This design comes from an exercise in tuning for small area, a short achievable clock period and few clock cycles on the open sky130 flow, not from production work.
Where RTL was checked, it was by simulation tests only, not by an equivalence proof against the original.
No activity file was given, so power comes from the tool's default toggle rates.

Setup of job 101:
Design anc_w334_to_gump, start of the top module:
module anc_w334_to_gump (
    input  wire        clk,
    input  wire        rst,
    input  wire        in_valid,
    output wire        in_ready,
    input  wire [31:0] in_data,
    input  wire        in_two,
    input  wire        in_last,
    input  wire [12:0] in_loc,
    output wire        out_valid,
    input  wire        out_ready,
    output wire [31:0] out_data,
    output wire [1:0]  out_cnt
);
Size in the first run: ~3800 cells after synthesis, ~2400 flip-flops, ~87 I/O pins, about 58000 um2 of cells after synthesis.
clock: 10.0 ns
lec_check: 0
abc_clock_period_in_ps: 3000
cap_margin: 20
core_margin: 2
core_utilization: 60
cts_cluster_diameter: 100
cts_cluster_size: 26
slew_margin: 20
standard.sh (not shown) runs the stock make flow with config.mk's settings and CLKGATE_MAP_FILE= SYNTH_SCRIPT=/design/flow/synth_recipe.tcl, a recipe that flattens the netlist after the stock synthesis.
==> flow/flow/run.sh <==
#!/bin/bash
set -euo pipefail
export SETUP_SLACK_MARGIN=7.2
export BUFFER_PORTS_ARGS="-buffer_cell sky130_fd_sc_hd__buf_4"
export CTS_ARGS="-sink_clustering_enable -repair_clock_nets -sink_clustering_size 16 -sink_clustering_max_diameter 80 -buf_list sky130_fd_sc_hd__clkbuf_8 -root_buf sky130_fd_sc_hd__clkbuf_16"
bash standard.sh > standard.log 2>&1
The flow did not stop early for job 101: all stages ran, and the layout cleared the timing, design-rule and antenna checks.
Testbench counts of job 101, summed over its fixed seeds: cycles 17,261.
Relative to job 101, the following input files were edited for job 102:
Settings: an added SETUP_SLACK_MARGIN of 5.
==> flow/run.sh (new file) <==
#!/bin/bash
# synth_recipe.tcl (not shown) runs the flow's synth.tcl, then flattens the netlist and writes it again
# the make line also repeats each setting of config.mk as NAME=value (left out here)
make -C /OpenROAD-flow-scripts/flow DESIGN_CONFIG=/design/flow/config.mk WORK_HOME=/design/flow/orfs CLKGATE_MAP_FILE= SYNTH_SCRIPT=/design/flow/synth_recipe.tcl finish
removed: flow/flow/run.sh
removed: flow/standard.sh
--- outcome ---
- Delta (job 102 minus job 101): post-place instance area barely changed, number of non-clock buffers in the layout now sits lower, via count -about 2%.
- [job 102 vs job 101] data arrival time of the worst path: higher in job 102
- NOTE: required time at the endpoint of the critical path in job 102 exceeds that of job 101
- Job 102 vs job 101 — clock period minus final worst setup slack rose 1.01 ns.
### job 102 -> job 103
Settings: changing CTS_CLUSTER_SIZE from 26 to 28; removing SETUP_SLACK_MARGIN (formerly 5); changing CTS_CLUSTER_DIAMETER from 100 to 120.
==> flow/flow/run.sh (new file) <==
#!/bin/bash
set -euo pipefail
export SETUP_SLACK_MARGIN=7.2
export BUFFER_PORTS_ARGS="-buffer_cell sky130_fd_sc_hd__buf_4"
bash standard.sh > standard.log 2>&1
==> flow/standard.sh (new file) <==
#!/bin/bash
# synth_recipe.tcl (not shown) runs the flow's synth.tcl, then flattens the netlist and writes it again
# the make line also repeats each setting of config.mk as NAME=value (left out here)
make -C /OpenROAD-flow-scripts/flow DESIGN_CONFIG=/design/flow/config.mk WORK_HOME=/design/flow/orfs CLKGATE_MAP_FILE= SYNTH_SCRIPT=/design/flow/synth_recipe.tcl "${@:-finish}"
removed: flow/run.sh
==> summary.txt <==
NOTE combinational-cell power consumption job 102->job 103 increased by more than 10%
Global-route usage over all layers of job 103 is on par with job 102.
Of the two candidates, job 102 has the better hold slack and job 103 the worse one.
| core utilization | job 103 vs job 102 | 0.72 points higher |
Job 102 → job 103: power consumption -about 0.7%; total wire length increased about 1.8%.
Modified inputs, job 104 compared to job 103
Settings: a change of CTS_CLUSTER_SIZE from 28 to 20; a change of CTS_CLUSTER_DIAMETER from 120 to 100.
==> comparison <==
- Job 104 vs job 103 — non-filler instance count after layout rose 49.
- Summary of job 104 over job 103: ratio of total power to cell area now sits higher, minimum hold slack went down 0.0053 ns.
> inputs changed (job 104 -> job 105)
Settings: ABC_AREA now 1, previously not set; ABC_CLOCK_PERIOD_IN_PS no longer set, was 3000; CTS_CLUSTER_SIZE now 26, was 20.
## What came out
Met1 track demand over resource in global routing: lower on job 104. Overall routed net length was higher in job 104 than in job 105. In the flow results for job 104 and job 105, the critical path depth is smaller on job 104. Critical path capture point = in_ready: job 104; critical path capture point = rsum[7]: job 105. Overall overflow remaining after global route: job 104 vs job 105 — no meaningful difference. Looking at final-layout worst hold slack across job 104 and job 105, the one that comes out higher is job 105. For job 104 and job 105, there was not a single run that failed to finish clean.

lane 1:
anc_w334_to_gump, a different RTL version from the one above (not shown whole).
Size: about 3800 cells after synthesis, ~87 I/O pins, roughly 57000 um^2 of cells after synthesis.
export LEC_CHECK = 0
export ABC_CLOCK_PERIOD_IN_PS = 3000
export CAP_MARGIN = 20
export CORE_MARGIN = 2
export CORE_UTILIZATION = 60
export CTS_CLUSTER_DIAMETER = 50
export CTS_CLUSTER_SIZE = 32
export SLEW_MARGIN = 20
create_clock -name core_clock -period 10.0 [get_ports {clk}]
==> flow/flow/run.sh <==
#!/bin/bash
set -euo pipefail
export SETUP_SLACK_MARGIN=7.2
export BUFFER_PORTS_ARGS="-buffer_cell sky130_fd_sc_hd__buf_4"
bash standard.sh > standard.log 2>&1
The following lists how lane 5 was set up differently from lane 1:
Settings: changing CTS_CLUSTER_DIAMETER from 50 to 100; changing CTS_CLUSTER_SIZE from 32 to 26.
==> summary.txt <==
The final layout from lane 5, which completed every stage, passed the timing, design-rule and antenna checks at the end of the flow. [lane 5] fraction of area in registers rose 2.0 points relative to lane 1. Between lane 5 and lane 1, the difference in worst stage delay on the critical path is negligible. First-pass GRT wire length sits lower in lane 5 than in lane 1. Re clock share of power: lane 5 and lane 1 aren't equal, and the lower value belongs to lane 5. Measured against each other, lane 5 and lane 1 differ in combinational share of power, the lower figure coming from lane 1. Relative to lane 1, shortest clock period the worst path allows after layout increased by 10 ps in lane 5. Lane 5 and lane 1 ended up with nearly the same length in cells of the worst reg-to-reg path. Between lane 5 and lane 1, the fraction of the cycle the final worst path needs figures differ only marginally. Diff lane 1 -> lane 5: maximum VDD drop +about 24%; die area now sits at about the same level.
Function was not checked in any run of this note: the RTL went through the layout flow alone.

separate check: timing with driven ports:
The results above use ideal ports. As a check the final layouts listed here were re-extracted and re-timed, cells and wires unchanged. Step 1 (the two cells are an assumption about what drives the block):
set clk [get_ports {clk}]
set_driving_cell -lib_cell sky130_fd_sc_hd__clkbuf_16 $clk
set_driving_cell -lib_cell sky130_fd_sc_hd__buf_2 [delete_from_list [all_inputs] $clk]
Step 2, shift: input delay + t, output delay - t, t = (earliest + latest rising clock arrival at the registers) / 2. This alone moves slack from input paths to output paths. a / b / c = ideal ports / drivers / drivers and shift; a / b = the first two.
| run | t (ns) | slack for setup (ns) | worst setup path after step 2 | worst slew at a driven data input, ns | pins driven straight from the clock port |
|---|---|---|---|---|---|
| job 101 | 0.796 | 6.817 / 6.746 / 6.536 | input to register | 0.05 | 1 |
| job 102 | 0.762 | 5.809 / 5.809 / 5.745 | input to register | 0.05 | 1 |
| job 103 | 0.768 | 6.849 / 6.779 / 6.687 | input to register | 0.05 | 1 |
| job 104 | 0.818 | 6.804 / 6.733 / 6.514 | input to register | 0.05 | 1 |
| job 105 | 0.764 | 6.825 / 6.774 / 6.612 | input to register | 0.04 | 1 |
| lane 1 | 0.774 | 6.837 / 6.775 / 6.556 | input to register | 0.06 | 1 |
| lane 5 | 0.757 | 6.827 / 6.764 / 6.592 | input to register | 0.07 | 1 |
After both steps setup and hold are still met in every run listed. For job 104, which loses most, drivers alone change the setup slack by -0.071 ns; drivers and shift together by -0.290 ns.
